This is an optimization exercise on Yosys and OpenROAD, whose aim is small area, a short achievable clock period and few clock cycles, not a production implementation. RTL that was checked went through simulation tests only; none was proved equivalent to the original. No activity file was given, so power comes from the tool's default toggle rates.

Design crc_memchk, start of the top module:
module crc_memchk (
    input  wire        clk,
    input  wire        rst,            
    input  wire        cmd_valid,
    output wire        cmd_ready,
    input  wire [31:0] cmd_word,
    input  wire [31:0] cmd_addr,
    input  wire [31:0] cmd_len,
    input  wire [31:0] cmd_ref,
    output wire        mem_req,
    output wire        mem_space,      
    output wire [31:0] mem_addr,
    input  wire        mem_gnt,
    input  wire        mem_rvalid,
    input  wire [15:0] mem_rdata,
    output reg         rsp_valid,
    output reg         rsp_err,
    output reg         rsp_mismatch,
    output wire [31:0] rsp_result,
    output reg         crc_fault
);
Size in the first run: about 800 cells after synthesis, ~220 I/O pins.
==> flow/config.mk <==
export PLATFORM = sky130hd
export DESIGN_NAME = crc_memchk
export DESIGN_NICKNAME = crc_memchk
export VERILOG_FILES = /design/flow/design.v
export SDC_FILE = /design/flow/constraint.sdc
export NUM_CORES = 4
export LEC_CHECK = 0
export CAP_MARGIN = 20
export CORE_MARGIN = 2
export CORE_UTILIZATION = 40
export PLACE_DENSITY = 0.6
export SETUP_SLACK_MARGIN = 3.6
export SLEW_MARGIN = 20
==> flow/constraint.sdc <==
create_clock -name core_clock -period 6.0 [get_ports {clk}]
set_input_delay 1.2000 -clock core_clock [delete_from_list [all_inputs] [get_ports {clk}]]
set_output_delay 1.2000 -clock core_clock [all_outputs]
set_load 0.01 [all_outputs]
standard.sh (not shown) runs the stock make flow with config.mk's settings and CLKGATE_MAP_FILE= SYNTH_SCRIPT=/design/flow/synth_recipe.tcl, a recipe that flattens the netlist after the stock synthesis.
==> flow/flow/run.sh <==
#!/bin/bash
# The standard layout, with every port buffered by the smallest buffer
# (sky130_fd_sc_hd__buf_1) instead of the delay cell the default picks;
# the repair steps resize these buffers where timing needs it.
set -euo pipefail
export BUFFER_PORTS_ARGS="-buffer_cell sky130_fd_sc_hd__buf_1"
bash standard.sh > standard.log 2>&1
Testbench counts at the start, summed over its fixed seeds: cycles 52,207.
Rerun with:
--- a/flow/design.v
+++ b/flow/design.v
@@ -44,55 +44,22 @@
     assign mem_addr   = {16'd0, a};
     assign rsp_result = q;
     wire [7:0] op       = cmd_word[7:0];
     wire       op_known = (op == 8'h01) || (op == 8'h02) ||
                           (op == 8'h11) || (op == 8'h12);
     wire       in_ok    = op_known && (cmd_word[31:9] == 23'd0) &&
                           (cmd_addr[31:16] == 16'd0) && (cmd_len[31:16] == 16'd0);
-    wire [15:0] rg = a & n;             
-    wire [15:0] rp = a | n;             
-    wire [15:0] rx = a ^ n;
-    wire [15:0] zb = rx ^ {rp[14:0], 1'b0};    
-    wire [3:0]  grp_g, grp_p;
-    genvar gi;
-    generate
-        for (gi = 0; gi < 4; gi = gi + 1) begin : g_grp
-            assign grp_g[gi] = rg[4*gi+3] | (rp[4*gi+3] & rg[4*gi+2]) |
-                               (rp[4*gi+3] & rp[4*gi+2] & rg[4*gi+1]) |
-                               (rp[4*gi+3] & rp[4*gi+2] & rp[4*gi+1] & rg[4*gi]);
-            assign grp_p[gi] = &rp[4*gi+3:4*gi];
-        end
-    endgenerate
-    wire        c8     = grp_g[1] | (grp_p[1] & grp_g[0]);
-    wire        c11    = rg[10] | (rp[10] & rg[9]) | (rp[10] & rp[9] & rg[8]) |
-                         (rp[10] & rp[9] & rp[8] & c8);
-    wire        c12    = grp_g[2] | (grp_p[2] & c8);
-    wire        c15    = rg[14] | (rp[14] & rg[13]) | (rp[14] & rp[13] & rg[12]) |
-                         (rp[14] & rp[13] & rp[12] & c12);
-    wire        nvd_ok  = !(|a[15:12]) && !(|n[15:12]) &&
-                          ((!a[11] && !n[11] && (!c11 || !(|zb[10:0]))) ||
-                           ((a[11] ^ n[11]) && !(|rp[10:0])));
-    wire        code_ok = ((!a[15] && !n[15] && (!c15 || !(|zb[14:0]))) ||
-                           ((a[15] ^ n[15]) && !(|rp[14:0]))) && !a[0] && !n[0];
-    wire        range_ok = sp ? nvd_ok : code_ok;
+    wire [16:0] c_end    = {1'b0, a} + {1'b0, n};
+    wire        range_ok = sp ? (c_end <= 17'h00800)
+                              : (!a[0] && !n[0] && (c_end <= 17'h08000));
     wire        cmd_ok   = hdr_ok && range_ok;
     wire [15:0] words    = sp ? n : {1'b0, n[15:1]};
     wire        nonempty = (n != 16'd0);
     wire       grant   = req && mem_gnt;
     wire       n_one   = (n == 16'd1);
-    reg  [15:0] a_inc, n_dec;
-    integer     bi;
-    always @* begin
-        a_inc[0] = a[0] ^ sp;
-        n_dec[0] = !n[0];
-        for (bi = 1; bi < 16; bi = bi + 1) begin
-            a_inc[bi] = a[bi] ^ ((&(a[14:0] | ({15{1'b1}} << bi) | 15'd1)) && (!sp || a[0]));
-            n_dec[bi] = n[bi] ^ !(|(n[14:0] & ~({15{1'b1}} << bi)));
-        end
-    end
     wire       rd_next = go_ph ? (ok_q && ne_q) : (rd && !(grant && n_one));
     wire [1:0] infl_next = infl + {1'b0, grant} - {1'b0, mem_rvalid};
     wire [15:0] w32in = {d_hi, d_lo};
     wire [15:0] w16in = {d_lo, d_hi};
     wire [31:0] c32_raw;
     wire [15:0] c16_raw;
     wire c32_t0 = q[6] ^ w32in[6];
@@ -348,16 +315,16 @@
             chk     <= cmd_word[4];
             hdr_ok  <= in_ok;
         end else if (chk_ph) begin
             n <= words;
             ok_q <= cmd_ok;
             ne_q <= nonempty;
         end else if (grant) begin
-            a <= a_inc;
-            n <= n_dec;
+            a <= a + (sp ? 16'd1 : 16'd2);
+            n <= n - 16'd1;
         end
         if (chk_ph)
             q <= (w32 && sp && n[0]) ? Q32_ODD : 32'd0;
         else if (dv)
             q <= q_next;
         if (rst) begin
             idle         <= 1'b1;
What happened: Total power came out higher by 3.8%. Clock skew is about the same. Wire length goes up by 0.43%. Critical path depth climbs by 8. First-iteration DRC count hardly moves. Via count increases by 7.3%. Non-clock buffer count came out higher by 10. Cell area came out higher by 2.3%. Combinational power climbs by 6.5%. Cell count came out higher by 5.5%. Global-route usage falls by 0.40 points. Utilization decreases by 0.41 points.
Only the layout flow was run in the second run of this note; the RTL was not checked for function there.

-- port drivers added, routing unchanged --
No port has a modelled driver above. Below, the same layouts with a new extraction and two added sets of constraints.
Step 1, drivers: a clkbuf_16 drives clk and a buf_2 each remaining input, both assumed.
Step 2 adds t to the input delays and takes it off the output delays; t is the mean of the earliest and latest rising clock arrival at the registers after step 1. Input paths then give back, and output paths get back, about the clock's delay inside the block.
Three values: ideal ports, drivers, drivers and shift; two values: the first two.
run	t (ns)	slack for setup (ns)	worst data-port slew with drivers (ns)	pins driven straight from the clock port
the first run	0.464	3.623 / 3.579 / 3.262	0.07	1
the second run	0.479	3.401 / 3.401 / 3.274	0.05	1
After both steps setup and hold are still met in every run listed. For the first run, which loses most, drivers alone change the setup slack by -0.044 ns; drivers and shift together by -0.361 ns.
